This design comes from an exercise in tuning for small area, a short achievable clock period and few clock cycles per item on the open sky130 flow, not from production work.
The RTL was checked by simulation tests, not by an equivalence proof against the original design.
No activity file was given, so power comes from the tool's default toggle rates.

**flow/design.v**
```verilog
module sigpcm_sine_lut (
    input  wire [7:0]  idx,
    output reg  [63:0] level
);
    always @(*) begin
        case (idx)
            8'd0: level = 64'h0000000000000000;
            8'd1: level = 64'h03242abef46ccfbf;
            8'd2: level = 64'h0647d97c437604fa;
            8'd3: level = 64'h096a9049670cfae6;
            8'd4: level = 64'h0c8bd35e14da15f1;
            8'd5: level = 64'h0fab272b54b9871a;
            8'd6: level = 64'h12c8106e8e613a22;
            8'd7: level = 64'h15e214448b3fc655;
            8'd8: level = 64'h18f8b83c69a60ab6;
            8'd9: level = 64'h1c0b826a7e4f62fc;
            8'd10: level = 64'h1f19f97b215f1aaf;
            8'd11: level = 64'h2223a4c563eceec1;
            8'd12: level = 64'h25280c5dab3e0b51;
            8'd13: level = 64'h2826b9282ecc0286;
            8'd14: level = 64'h2b1f34eb563fb9fc;
            8'd15: level = 64'h2e110a61f48b3d5d;
            8'd16: level = 64'h30fbc54d5d52c5a3;
            8'd17: level = 64'h33def28751db145b;
            8'd18: level = 64'h36ba2013c2b98056;
            8'd19: level = 64'h398cdd326388bc2d;
            8'd20: level = 64'h3c56ba700dec763c;
            8'd21: level = 64'h3f1749b7f13573f6;
            8'd22: level = 64'h41ce1e648bffb65a;
            8'd23: level = 64'h447acd506d2c8a10;
            8'd24: level = 64'h471cece6b9a321b2;
            8'd25: level = 64'h49b41533744b7aa2;
            8'd26: level = 64'h4c3fdff385c0d383;
            8'd27: level = 64'h4ebfe8a48142e4f1;
            8'd28: level = 64'h5133cc942477585f;
            8'd29: level = 64'h539b2aef8f97a44e;
            8'd30: level = 64'h55f5a4d233b27e8a;
            8'd31: level = 64'h5842dd5474b37b6d;
            8'd32: level = 64'h5a827999fcef3241;
            8'd33: level = 64'h5cb420dfbffe590d;
            8'd34: level = 64'h5ed77c89aabebb78;
            8'd35: level = 64'h60ec382ffe5db748;
            8'd36: level = 64'h62f201ac545d02d3;
            8'd37: level = 64'h64e88926498fed3c;
            8'd38: level = 64'h66cf811fce1d02ce;
            8'd39: level = 64'h68a69e81189e0776;
            8'd40: level = 64'h6a6d98a43a868c0c;
            8'd41: level = 64'h6c2429605407fe6d;
            8'd42: level = 64'h6dca0d1465b8f643;
            8'd43: level = 64'h6f5f02b1be54a67d;
            8'd44: level = 64'h70e2cbc602f6c348;
            8'd45: level = 64'h72552c84d047d3d9;
            8'd46: level = 64'h73b5ebd0f31dcbc2;
            8'd47: level = 64'h7504d3453724e6b0;
            8'd48: level = 64'h7641af3cca3518a2;
            8'd49: level = 64'h776c4edb3308f183;
            8'd50: level = 64'h78848413da1b92fe;
            8'd51: level = 64'h798a23b1238447b9;
            8'd52: level = 64'h7a7d055b18b76975;
            8'd53: level = 64'h7b5d039da1258cf3;
            8'd54: level = 64'h7c29fbee48c35ca8;
            8'd55: level = 64'h7ce3ceb193962313;
            8'd56: level = 64'h7d8a5f3fdd72c0aa;
            8'd57: level = 64'h7e1d93e9c52ea4d5;
            8'd58: level = 64'h7e9d55fc22945a85;
            8'd59: level = 64'h7f0991c3867f4d1e;
            8'd60: level = 64'h7f62368f44949677;
            8'd61: level = 64'h7fa736b40620e854;
            8'd62: level = 64'h7fd8878de5b5f78e;
            8'd63: level = 64'h7ff62182133432ec;
            8'd64: level = 64'h7fffffffffffffff;
            8'd65: level = 64'h7ff62182133432ec;
            8'd66: level = 64'h7fd8878de5b5f78e;
            8'd67: level = 64'h7fa736b40620e854;
            8'd68: level = 64'h7f62368f44949677;
            8'd69: level = 64'h7f0991c3867f4d1e;
            8'd70: level = 64'h7e9d55fc22945a85;
            8'd71: level = 64'h7e1d93e9c52ea4d5;
            8'd72: level = 64'h7d8a5f3fdd72c0aa;
            8'd73: level = 64'h7ce3ceb193962313;
            8'd74: level = 64'h7c29fbee48c35ca8;
            8'd75: level = 64'h7b5d039da1258cf3;
            8'd76: level = 64'h7a7d055b18b76975;
            8'd77: level = 64'h798a23b1238447b9;
            8'd78: level = 64'h78848413da1b92fe;
            8'd79: level = 64'h776c4edb3308f183;
            8'd80: level = 64'h7641af3cca3518a2;
            8'd81: level = 64'h7504d3453724e6b0;
            8'd82: level = 64'h73b5ebd0f31dcbc2;
            8'd83: level = 64'h72552c84d047d3d9;
            8'd84: level = 64'h70e2cbc602f6c348;
            8'd85: level = 64'h6f5f02b1be54a67d;
            8'd86: level = 64'h6dca0d1465b8f643;
            8'd87: level = 64'h6c2429605407fe6d;
            8'd88: level = 64'h6a6d98a43a868c0c;
            8'd89: level = 64'h68a69e81189e0776;
            8'd90: level = 64'h66cf811fce1d02ce;
            8'd91: level = 64'h64e88926498fed3c;
            8'd92: level = 64'h62f201ac545d02d3;
            8'd93: level = 64'h60ec382ffe5db748;
            8'd94: level = 64'h5ed77c89aabebb78;
            8'd95: level = 64'h5cb420dfbffe590d;
            8'd96: level = 64'h5a827999fcef3241;
            8'd97: level = 64'h5842dd5474b37b6d;
            8'd98: level = 64'h55f5a4d233b27e8a;
            8'd99: level = 64'h539b2aef8f97a44e;
            8'd100: level = 64'h5133cc942477585f;
            8'd101: level = 64'h4ebfe8a48142e4f1;
            8'd102: level = 64'h4c3fdff385c0d383;
            8'd103: level = 64'h49b41533744b7aa2;
            8'd104: level = 64'h471cece6b9a321b2;
            8'd105: level = 64'h447acd506d2c8a10;
            8'd106: level = 64'h41ce1e648bffb65a;
            8'd107: level = 64'h3f1749b7f13573f6;
            8'd108: level = 64'h3c56ba700dec763c;
            8'd109: level = 64'h398cdd326388bc2d;
            8'd110: level = 64'h36ba2013c2b98056;
            8'd111: level = 64'h33def28751db145b;
            8'd112: level = 64'h30fbc54d5d52c5a3;
            8'd113: level = 64'h2e110a61f48b3d5d;
            8'd114: level = 64'h2b1f34eb563fb9fc;
            8'd115: level = 64'h2826b9282ecc0286;
            8'd116: level = 64'h25280c5dab3e0b51;
            8'd117: level = 64'h2223a4c563eceec1;
            8'd118: level = 64'h1f19f97b215f1aaf;
            8'd119: level = 64'h1c0b826a7e4f62fc;
            8'd120: level = 64'h18f8b83c69a60ab6;
            8'd121: level = 64'h15e214448b3fc655;
            8'd122: level = 64'h12c8106e8e613a22;
            8'd123: level = 64'h0fab272b54b9871a;
            8'd124: level = 64'h0c8bd35e14da15f1;
            8'd125: level = 64'h096a9049670cfae6;
            8'd126: level = 64'h0647d97c437604fa;
            8'd127: level = 64'h03242abef46ccfbf;
            8'd128: level = 64'h0000000000000000;
            8'd129: level = 64'hfcdbd5410b933041;
            8'd130: level = 64'hf9b82683bc89fb06;
            8'd131: level = 64'hf6956fb698f3051a;
            8'd132: level = 64'hf3742ca1eb25ea0f;
            8'd133: level = 64'hf054d8d4ab4678e6;
            8'd134: level = 64'hed37ef91719ec5de;
            8'd135: level = 64'hea1debbb74c039ab;
            8'd136: level = 64'he70747c39659f54a;
            8'd137: level = 64'he3f47d9581b09d04;
            8'd138: level = 64'he0e60684dea0e551;
            8'd139: level = 64'hdddc5b3a9c13113f;
            8'd140: level = 64'hdad7f3a254c1f4af;
            8'd141: level = 64'hd7d946d7d133fd7a;
            8'd142: level = 64'hd4e0cb14a9c04604;
            8'd143: level = 64'hd1eef59e0b74c2a3;
            8'd144: level = 64'hcf043ab2a2ad3a5d;
            8'd145: level = 64'hcc210d78ae24eba5;
            8'd146: level = 64'hc945dfec3d467faa;
            8'd147: level = 64'hc67322cd9c7743d3;
            8'd148: level = 64'hc3a9458ff21389c4;
            8'd149: level = 64'hc0e8b6480eca8c0a;
            8'd150: level = 64'hbe31e19b740049a6;
            8'd151: level = 64'hbb8532af92d375f0;
            8'd152: level = 64'hb8e31319465cde4e;
            8'd153: level = 64'hb64beacc8bb4855e;
            8'd154: level = 64'hb3c0200c7a3f2c7d;
            8'd155: level = 64'hb140175b7ebd1b0f;
            8'd156: level = 64'haecc336bdb88a7a1;
            8'd157: level = 64'hac64d51070685bb2;
            8'd158: level = 64'haa0a5b2dcc4d8176;
            8'd159: level = 64'ha7bd22ab8b4c8493;
            8'd160: level = 64'ha57d86660310cdbf;
            8'd161: level = 64'ha34bdf204001a6f3;
            8'd162: level = 64'ha128837655414488;
            8'd163: level = 64'h9f13c7d001a248b8;
            8'd164: level = 64'h9d0dfe53aba2fd2d;
            8'd165: level = 64'h9b1776d9b67012c4;
            8'd166: level = 64'h99307ee031e2fd32;
            8'd167: level = 64'h9759617ee761f88a;
            8'd168: level = 64'h9592675bc57973f4;
            8'd169: level = 64'h93dbd69fabf80193;
            8'd170: level = 64'h9235f2eb9a4709bd;
            8'd171: level = 64'h90a0fd4e41ab5983;
            8'd172: level = 64'h8f1d3439fd093cb8;
            8'd173: level = 64'h8daad37b2fb82c27;
            8'd174: level = 64'h8c4a142f0ce2343e;
            8'd175: level = 64'h8afb2cbac8db1950;
            8'd176: level = 64'h89be50c335cae75e;
            8'd177: level = 64'h8893b124ccf70e7d;
            8'd178: level = 64'h877b7bec25e46d02;
            8'd179: level = 64'h8675dc4edc7bb847;
            8'd180: level = 64'h8582faa4e748968b;
            8'd181: level = 64'h84a2fc625eda730d;
            8'd182: level = 64'h83d60411b73ca358;
            8'd183: level = 64'h831c314e6c69dced;
            8'd184: level = 64'h8275a0c0228d3f56;
            8'd185: level = 64'h81e26c163ad15b2b;
            8'd186: level = 64'h8162aa03dd6ba57b;
            8'd187: level = 64'h80f66e3c7980b2e2;
            8'd188: level = 64'h809dc970bb6b6989;
            8'd189: level = 64'h8058c94bf9df17ac;
            8'd190: level = 64'h802778721a4a0872;
            8'd191: level = 64'h8009de7deccbcd14;
            8'd192: level = 64'h8000000000000001;
            8'd193: level = 64'h8009de7deccbcd14;
            8'd194: level = 64'h802778721a4a0872;
            8'd195: level = 64'h8058c94bf9df17ac;
            8'd196: level = 64'h809dc970bb6b6989;
            8'd197: level = 64'h80f66e3c7980b2e2;
            8'd198: level = 64'h8162aa03dd6ba57b;
            8'd199: level = 64'h81e26c163ad15b2b;
            8'd200: level = 64'h8275a0c0228d3f56;
            8'd201: level = 64'h831c314e6c69dced;
            8'd202: level = 64'h83d60411b73ca358;
            8'd203: level = 64'h84a2fc625eda730d;
            8'd204: level = 64'h8582faa4e748968b;
            8'd205: level = 64'h8675dc4edc7bb847;
            8'd206: level = 64'h877b7bec25e46d02;
            8'd207: level = 64'h8893b124ccf70e7d;
            8'd208: level = 64'h89be50c335cae75e;
            8'd209: level = 64'h8afb2cbac8db1950;
            8'd210: level = 64'h8c4a142f0ce2343e;
            8'd211: level = 64'h8daad37b2fb82c27;
            8'd212: level = 64'h8f1d3439fd093cb8;
            8'd213: level = 64'h90a0fd4e41ab5983;
            8'd214: level = 64'h9235f2eb9a4709bd;
            8'd215: level = 64'h93dbd69fabf80193;
            8'd216: level = 64'h9592675bc57973f4;
            8'd217: level = 64'h9759617ee761f88a;
            8'd218: level = 64'h99307ee031e2fd32;
            8'd219: level = 64'h9b1776d9b67012c4;
            8'd220: level = 64'h9d0dfe53aba2fd2d;
            8'd221: level = 64'h9f13c7d001a248b8;
            8'd222: level = 64'ha128837655414488;
            8'd223: level = 64'ha34bdf204001a6f3;
            8'd224: level = 64'ha57d86660310cdbf;
            8'd225: level = 64'ha7bd22ab8b4c8493;
            8'd226: level = 64'haa0a5b2dcc4d8176;
            8'd227: level = 64'hac64d51070685bb2;
            8'd228: level = 64'haecc336bdb88a7a1;
            8'd229: level = 64'hb140175b7ebd1b0f;
            8'd230: level = 64'hb3c0200c7a3f2c7d;
            8'd231: level = 64'hb64beacc8bb4855e;
            8'd232: level = 64'hb8e31319465cde4e;
            8'd233: level = 64'hbb8532af92d375f0;
            8'd234: level = 64'hbe31e19b740049a6;
            8'd235: level = 64'hc0e8b6480eca8c0a;
            8'd236: level = 64'hc3a9458ff21389c4;
            8'd237: level = 64'hc67322cd9c7743d3;
            8'd238: level = 64'hc945dfec3d467faa;
            8'd239: level = 64'hcc210d78ae24eba5;
            8'd240: level = 64'hcf043ab2a2ad3a5d;
            8'd241: level = 64'hd1eef59e0b74c2a3;
            8'd242: level = 64'hd4e0cb14a9c04604;
            8'd243: level = 64'hd7d946d7d133fd7a;
            8'd244: level = 64'hdad7f3a254c1f4af;
            8'd245: level = 64'hdddc5b3a9c13113f;
            8'd246: level = 64'he0e60684dea0e551;
            8'd247: level = 64'he3f47d9581b09d04;
            8'd248: level = 64'he70747c39659f54a;
            8'd249: level = 64'hea1debbb74c039ab;
            8'd250: level = 64'hed37ef91719ec5de;
            8'd251: level = 64'hf054d8d4ab4678e6;
            8'd252: level = 64'hf3742ca1eb25ea0f;
            8'd253: level = 64'hf6956fb698f3051a;
            8'd254: level = 64'hf9b82683bc89fb06;
            8'd255: level = 64'hfcdbd5410b933041;
            default: level = 64'h0;
        endcase
    end
endmodule
module sigpcm_geneval (
    input  wire        clk,
    input  wire        rst,           
    input  wire        req_valid,
    output wire        req_ready,
    input  wire [63:0] req_kind,      
    input  wire [63:0] req_param,     
    input  wire [63:0] req_delay,     
    input  wire [63:0] req_time,      
    input  wire [3:0]  req_width,     
    output reg         resp_valid,
    output reg  [2:0]  resp_err,
    output reg  [63:0] resp_info,
    output reg  [63:0] resp_level,
    output reg  [63:0] resp_quant
);
    localparam [63:0] UNIT_LEVEL = 64'h7FFF_FFFF_FFFF_FFFF;
    localparam [63:0] NEG_UNIT   = 64'h8000_0000_0000_0001;
    localparam [2:0] K_NONE   = 3'd0,
                     K_SINE   = 3'd1,
                     K_PULSE  = 3'd2,
                     K_SQUARE = 3'd3,
                     K_RUP    = 3'd4,
                     K_RDOWN  = 3'd5;
    localparam [2:0] E_OK      = 3'd0,
                     E_WIDTH   = 3'd1,
                     E_KIND    = 3'd2,
                     E_PARAM   = 3'd3,
                     E_BUFFER  = 3'd4;
    localparam [2:0] S_IDLE  = 3'd0,
                     S_START = 3'd1,
                     S_MOD   = 3'd2,    
                     S_IDX   = 3'd3,    
                     S_RAMP  = 3'd4;    
    reg [2:0]  state;
    reg [2:0]  kind;
    reg [63:0] p;
    reg [63:0] tau;
    reg [3:0]  width;
    reg [2:0]  err;
    reg [63:0] info;
    reg [63:0] rem;
    reg [63:0] dq;        
    reg [6:0]  cnt;
    assign req_ready = (state == S_IDLE);
    reg [2:0]  chk_err;
    reg [63:0] chk_info;
    wire width_ok = (req_width == 4'd1) || (req_width == 4'd2) || (req_width == 4'd3) ||
                    (req_width == 4'd4) || (req_width == 4'd6) || (req_width == 4'd8);
    wire param_neg    = req_param[63];
    wire param_zero   = (req_param == 64'd0);
    always @(*) begin
        chk_err  = E_OK;
        chk_info = 64'd0;
        if (!width_ok) begin
            chk_err  = E_WIDTH;
            chk_info = {60'd0, req_width};
        end else if (req_kind >= 64'd7) begin
            chk_err  = E_KIND;
            chk_info = req_kind;
        end else if ((req_kind == 64'd1 || req_kind == 64'd3 || req_kind == 64'd4 ||
                      req_kind == 64'd5) && (param_neg || param_zero)) begin
            chk_err  = E_PARAM;
            chk_info = req_param;
        end else if (req_kind == 64'd2 && param_neg) begin
            chk_err  = E_PARAM;
            chk_info = req_param;
        end else if (req_kind == 64'd6) begin
            chk_err  = E_BUFFER;
            chk_info = req_kind;
        end
    end
    wire [64:0] div_shift = {rem, dq[63]};
    wire [64:0] div_trial = div_shift - {1'b0, p};
    wire        div_qbit  = ~div_trial[64];
    wire [63:0] div_rem_n = div_qbit ? div_trial[63:0] : div_shift[63:0];
    wire [63:0] div_dq_n  = {dq[62:0], div_qbit};
    wire [63:0] tau_abs  = tau[63] ? (64'd0 - tau) : tau;
    wire [63:0] ph       = (tau[63] && (div_rem_n != 64'd0)) ? (p - div_rem_n) : div_rem_n;
    wire [64:0] ph2      = {ph, 1'b0};
    wire [62:0] ramp_lo  = 63'd0 - tau[62:0];           
    wire [63:0] lut_level;
    sigpcm_sine_lut u_lut (
        .idx   (div_dq_n[7:0]),
        .level (lut_level)
    );
    reg        fin;
    reg [63:0] fin_level;
    reg [63:0] fin_quant;
    always @(*) begin
        case (width)
            4'd1:    fin_quant = {56'd0, fin_level[63:56] ^ 8'h80};
            4'd2:    fin_quant = {48'd0, fin_level[63:48]};
            4'd3:    fin_quant = {40'd0, fin_level[63:40]};
            4'd4:    fin_quant = {32'd0, fin_level[63:32]};
            4'd6:    fin_quant = {16'd0, fin_level[63:16]};
            default: fin_quant = fin_level;
        endcase
    end
    always @(*) begin
        fin       = 1'b0;
        fin_level = 64'd0;
        case (state)
            S_START: begin
                if (err != E_OK) begin
                    fin = 1'b1;
                end else begin
                    case (kind)
                        K_NONE: fin = 1'b1;
                        K_PULSE: begin
                            fin = 1'b1;
                            if (!tau[63] && ($signed(tau) < $signed(p)))
                                fin_level = UNIT_LEVEL;
                        end
                        K_RUP, K_RDOWN: begin
                            if (tau[63] || tau == 64'd0) begin
                                fin       = 1'b1;
                                fin_level = (kind == K_RUP) ? 64'd0 : UNIT_LEVEL;
                            end else if ($signed(tau) >= $signed(p)) begin
                                fin       = 1'b1;
                                fin_level = (kind == K_RUP) ? UNIT_LEVEL : 64'd0;
                            end
                        end
                        default: ;
                    endcase
                end
            end
            S_MOD: begin
                if (cnt == 7'd1 && kind == K_SQUARE) begin
                    fin       = 1'b1;
                    fin_level = (ph2 < {1'b0, p}) ? UNIT_LEVEL : NEG_UNIT;
                end
            end
            S_IDX: begin
                if (cnt == 7'd1) begin
                    fin       = 1'b1;
                    fin_level = lut_level;
                end
            end
            S_RAMP: begin
                if (cnt == 7'd1) begin
                    fin       = 1'b1;
                    fin_level = (kind == K_RUP) ? {1'b0, div_dq_n[62:0]}
                                                : (UNIT_LEVEL - {1'b0, div_dq_n[62:0]});
                end
            end
            default: ;
        endcase
    end
    always @(posedge clk) begin
        if (rst) begin
            state      <= S_IDLE;
            resp_valid <= 1'b0;
            resp_err   <= 3'd0;
            resp_info  <= 64'd0;
            resp_level <= 64'd0;
            resp_quant <= 64'd0;
            kind       <= 3'd0;
            p          <= 64'd0;
            tau        <= 64'd0;
            width      <= 4'd0;
            err        <= 3'd0;
            info       <= 64'd0;
            rem        <= 64'd0;
            dq         <= 64'd0;
            cnt        <= 7'd0;
        end else begin
            resp_valid <= 1'b0;
            case (state)
                S_IDLE: begin
                    if (req_valid) begin
                        kind  <= req_kind[2:0];
                        p     <= req_param;
                        tau   <= req_time - req_delay;
                        width <= req_width;
                        err   <= chk_err;
                        info  <= chk_info;
                        state <= S_START;
                    end
                end
                S_START: begin
                    if (!fin) begin
                        if (kind == K_SINE || kind == K_SQUARE) begin
                            rem   <= 64'd0;
                            dq    <= tau_abs;
                            cnt   <= 7'd64;
                            state <= S_MOD;
                        end else begin
                            rem   <= tau - 64'd1;
                            dq    <= {ramp_lo[62:0], 1'b0};
                            cnt   <= 7'd63;
                            state <= S_RAMP;
                        end
                    end
                end
                S_MOD: begin
                    rem <= div_rem_n;
                    dq  <= div_dq_n;
                    cnt <= cnt - 7'd1;
                    if (cnt == 7'd1 && kind == K_SINE) begin
                        rem   <= ph;
                        dq    <= 64'd0;
                        cnt   <= 7'd8;
                        state <= S_IDX;
                    end
                end
                S_IDX, S_RAMP: begin
                    rem <= div_rem_n;
                    dq  <= div_dq_n;
                    cnt <= cnt - 7'd1;
                end
                default: state <= S_IDLE;
            endcase
            if (fin) begin
                resp_valid <= 1'b1;
                resp_err   <= err;
                resp_info  <= info;
                resp_level <= (err == E_OK) ? fin_level : 64'd0;
                resp_quant <= (err == E_OK) ? fin_quant : 64'd0;
                state      <= S_IDLE;
            end
        end
    end
endmodule
```
**flow/run.sh**
```bash
#!/bin/bash
# synth_recipe.tcl (not shown) runs the flow's synth.tcl, then flattens the netlist and writes it again
# the make line also repeats each setting of config.mk as NAME=value (left out here)
make -C /OpenROAD-flow-scripts/flow DESIGN_CONFIG=/design/flow/config.mk WORK_HOME=/design/flow/orfs CLKGATE_MAP_FILE= SYNTH_SCRIPT=/design/flow/synth_recipe.tcl finish
```
**flow/config.mk**
```make
export PLATFORM = sky130hd
export DESIGN_NAME = sigpcm_geneval
export DESIGN_NICKNAME = sigpcm_geneval
export VERILOG_FILES = /design/flow/design.v
export SDC_FILE = /design/flow/constraint.sdc
export NUM_CORES = 4
export LEC_CHECK = 0
export CAP_MARGIN = 35
export CELL_PAD_IN_SITES_DETAIL_PLACEMENT = 1
export CELL_PAD_IN_SITES_GLOBAL_PLACEMENT = 2
export CORE_MARGIN = 2
export CORE_UTILIZATION = 25
export PLACE_DENSITY = 0.4
export SLEW_MARGIN = 35
export SYNTH_MEMORY_MAX_BITS = 32768
```
**flow/constraint.sdc**
```tcl
create_clock -name core_clock -period 14.0 [get_ports {clk}]
set_input_delay 2.8000 -clock core_clock [delete_from_list [all_inputs] [get_ports {clk}]]
set_output_delay 2.8000 -clock core_clock [all_outputs]
set_load 0.01 [all_outputs]
```
==> run_results.csv <==
group,metric,value,unit
clocking,post_cts_buffers,0,
floorplan,pin_count,460,
power,p_total,17.4,mW
routing,post_drt_wl_per_cell,47.2,um
yosys,async_flop_share,0,
yosys,netlist_top_cells_area,"dfxtp_1 (20%), a21oi_1 (9.3%), ha_1 (7.6%)",
routing,num_vias,76906,
placed_design,gp_congestion,1.12,
clocking,cts_root_buffer,"clkbuf_16",
timing,period_share,0.896,
clocking,cts_num_sinks,536,
finish,fill_cells,26595,
finish,nets,8985,
floorplan,rows,171,
critical_path,critPathLaunchType,"flop",
global_route,antenna_found_initial,119,
clocking,cts_tree,"done",
floorplan,core_area,0.217,mm^2
timing,slew_violations,0,
yosys,synth-seq-cells,536,
floorplan,dieWidth,472,um
timing,final.setup.tns,0,ns
critical_path,slowest_delay,0.69,ns
timing,maxSlewHeadroom,0.199,
job,drv_cap,0,
finish,multi_input_area,0.0420,mm^2
placed_design,port_buffers,459,
critical_path,path_class,"reg -> reg",
routing,drt_pass1_iterations,6,
critical_path,cp.arrival,13.20,ns
floorplan,initial_core_util,0.252,
timing,tightestPinTransition,1.19,ns
yosys,syn-num-nets,8679,
clocking,h-tree-depth,3,
yosys,synth_top_area_frac,0.196,
timing,fin_crit,12.54,ns
clocking,cts_hold_buf,0,
routing,wl,538000,um
global_route,grt_pass1_wl,710000,um
routing,drc,0,
timing,fmax,79.7,MHz
yosys,synth_area_leader_cell,"dfxtp_1",
global_route,grt_pass1_vias,72646,
finish,final-seq-area,0.0108,mm^2
clocking,clk_path_buf_depth,3,
yosys,ys_types,96,
placed_design,dp_cells,11144,
yosys,syn_area,0.0548,mm^2
global_route,gr-usage-met2,0.667,
global_route,grt_max_degree,195,
finish,fin_util,0.314,
critical_path,crit_path_end_kind,"flop",
floorplan,dieArea,0.223,mm^2
yosys,synthCells,8079,
power,power.leakage,26.4,nW
power,powerDensity,255,mW/mm^2
critical_path,cpMaxStageDelayCell,"a32o_1",
power,max-vdd-ir-drop,0.119,mV
finish,drive_above_1_share,0.102,
yosys,yosys_warnings,2,
yosys,avgSynthCellArea,6.78,um^2
yosys,synth_seq_area_share,0.196,
yosys,ys.flop_type,"dfxtp_1",
routing,drt_iter0_drc,10157,
global_route,grt-ovfl-total,0,
finish,final_cells,11409,
clocking,numCtsBuffers,75,
placed_design,dp_hpwl,400000,um
finish,synthToLayoutAreaGrowth,24.5,%
clocking,cts_resized,0,
clocking,worstSkewPairLatency,0.75,ns
floorplan,die_h,472,um
worst_hold_path,min-delay-path-class,"reg -> reg",
clocking,cts.clk_slew.worst_paths,0.06,ns
yosys,synth-edff-count,0,
timing,hold_viol,0,
critical_path,cp.required,14.66,ns
status,status,"complete, no violations",
critical_path,critical_path_peak_fanout,31,
routing,viasPerCell,6.74,
routing,detail-route-antenna-nets,0,
timing,rsz0062_at_grt,"no",
global_route,grt.met1_usage,0.507,
timing,clock_skew,0.0689,ns
global_route,grtUsageMet3,0.241,
global_route,grt.busiest_layer,"met2",
timing,setup_viol,0,
global_route,grt_util_all_layers,0.472,
critical_path,critPathMostFrequentCell,"a21oi_1",
==> area by class of cell <==
type	instances	share of cell area
multi-input combinational	6675	0.616
timing repair buffer	882	0.120
sequential	536	0.158
clock buffer	99	0.0307
inverter	215	0.0118
tap	2854	0.0524
clock inverter	37	0.00787
antenna	111	0.00407
==> placed cells by master, fill, tap and decap left out, types with 45 or more instances in the layout <==
master	Yosys	routed
a21oi_1	1015	997
nand2_1	954	926
nor2_1	992	918
o21ai_0	595	551
dfxtp_1	536	526
clkdlybuf4s50_1	0	458
buf_4	2	390
ha_1	334	327
xnor2_1	231	224
inv_1	211	210
a21o_1	197	197
a211oi_1	193	187
nor3_1	165	158
mux2i_1	138	138
nand3_1	129	128
xor2_1	127	121
diode_2	0	111
o22ai_1	116	111
a31oi_1	100	97
nand4_1	93	93
o211ai_1	92	92
clkbuf_16	0	76
nor4_1	79	75
a221oi_1	71	69
nand2b_1	73	69
nor2b_1	66	61
a22oi_1	59	58
o21a_1	57	56
a311oi_1	59	56
o221ai_1	52	51
or3_1	45	45
a22o_1	45	45
==> cells by family after synthesis <==
kind of cell | count (synthesis) | synth area share
multiplexers | 150 | 0.0293
flip-flops | 536 | 0.196
buffers and inverters | 868 | 0.0606
AND/OR/NAND/NOR | 2745 | 0.220
adder cells (fa/ha/maj) | 342 | 0.0783
XOR/XNOR | 358 | 0.0572
AO/OA/AOI/OAI | 3080 | 0.359
==> Yosys cell counts, drive strengths merged, types with 66 or more instances <==
library cell and count:
a211oi 194, a21o 197, a21oi 1018, a221oi 71, a31oi 100, buf 114, clkbuf 539, dfxtp 536
ha 334, inv 214, mux2i 138, nand2 954, nand2b 73, nand3 131, nand4 93, nor2 994
nor2b 66, nor3 166, nor4 80, o211ai 92, o21ai 611, o22ai 116, xnor2 231, xor2 127
==> stage by stage <==
| stage | hold slack, ns | instance area [um^2] | worst slack [ns] |
|---|---|---|---|
| 2_1_floorplan | 0.432 | 54800 | 4.21 |
| 3_3_place_gp | 0.432 | 64000 | 2.05 |
| 3_5_place_dp | 0.431 | 64500 | 1.73 |
| 4_1_cts | 0.439 | 67100 | 1.66 |
| 5_1_grt | 0.461 | 68000 | 0.949 |
| 6_report | 0.437 | 68200 | 1.46 |
==> layer usage <==
| layer | up-vias | wire length (um) |
|---|---|---|
| li1 | 30523 | - |
| met1 | 38365 | 194000 |
| met2 | 5699 | 221000 |
| met3 | 2239 | 61800 |
| met4 | 80 | 60900 |
| met5 | - | 800 |
==> where the power goes <==
part,internal [mW],switching [mW]
Sequential,1.66,0.246
Combinational,3.41,10.0
Clock,1.22,0.865
==> final timing paths <==
kind                                                   from                     endpoint  slack [ns]  cells past startpoint
worst max register to register            p[5]$_SDFFE_PP0P_  resp_quant[12]$_SDFFE_PP0P_        1.46                     45
worst min register to register  resp_quant[37]$_SDFFE_PP0P_  resp_quant[37]$_SDFFE_PP0P_        0.44                      2
worst max-delay path                      p[5]$_SDFFE_PP0P_  resp_quant[12]$_SDFFE_PP0P_        1.46                     45
worst min-delay path            resp_quant[37]$_SDFFE_PP0P_  resp_quant[37]$_SDFFE_PP0P_        0.44                      2
==> critical path, delay by kind of cell (launching register included) <==
kind | cells | cell delay (ns)
adders and majority gates | 3 | 1.00
and+or+nand+nor | 14 | 2.81
DFF | 1 | 0.42
muxes | 2 | 0.55
AOI/OAI and AO/OA | 22 | 6.65
xor gates and xnor gates | 1 | 0.28
buffers and inverters | 3 | 0.63
==> sequential cells by signal, summed over array words and instances, names as in the netlist <==
name and count:
resp_info 64, rem 64, err 3, resp_quant 64, width 4, p 64
kind 3, resp_valid 1, tau 64, state 3, resp_err 3, info 64
resp_level 64, cnt 7, dq 64
Testbench counts, summed over its fixed seeds: cycles 259,758, items 4,800.

-- re-timing with driven ports --
In the flow no input, the clock included, has a driving cell. The finished layout below was timed again as built, in two steps. Step 1: set_driving_cell puts a clkbuf_16 on clk and a buf_2 on each other input, an assumption about the parent block. Step 2 also shifts input and output timing later by t, the mid clock arrival at the registers, as if the neighbouring blocks saw the same clock. Three values: ideal, step 1, step 2; two values: the first two.
t (ns): 0.804
slack for setup (ns): 1.458 / 1.458 / 1.458
worst setup path at the end: register to register
clock arrival spread, ns: 0.069 / 0.069
pins driven straight from the clock port: 1
After both steps this run still meets setup and hold. The setup slack of this run moves by 0.000 ns with the drivers and by 0.000 ns with both steps.
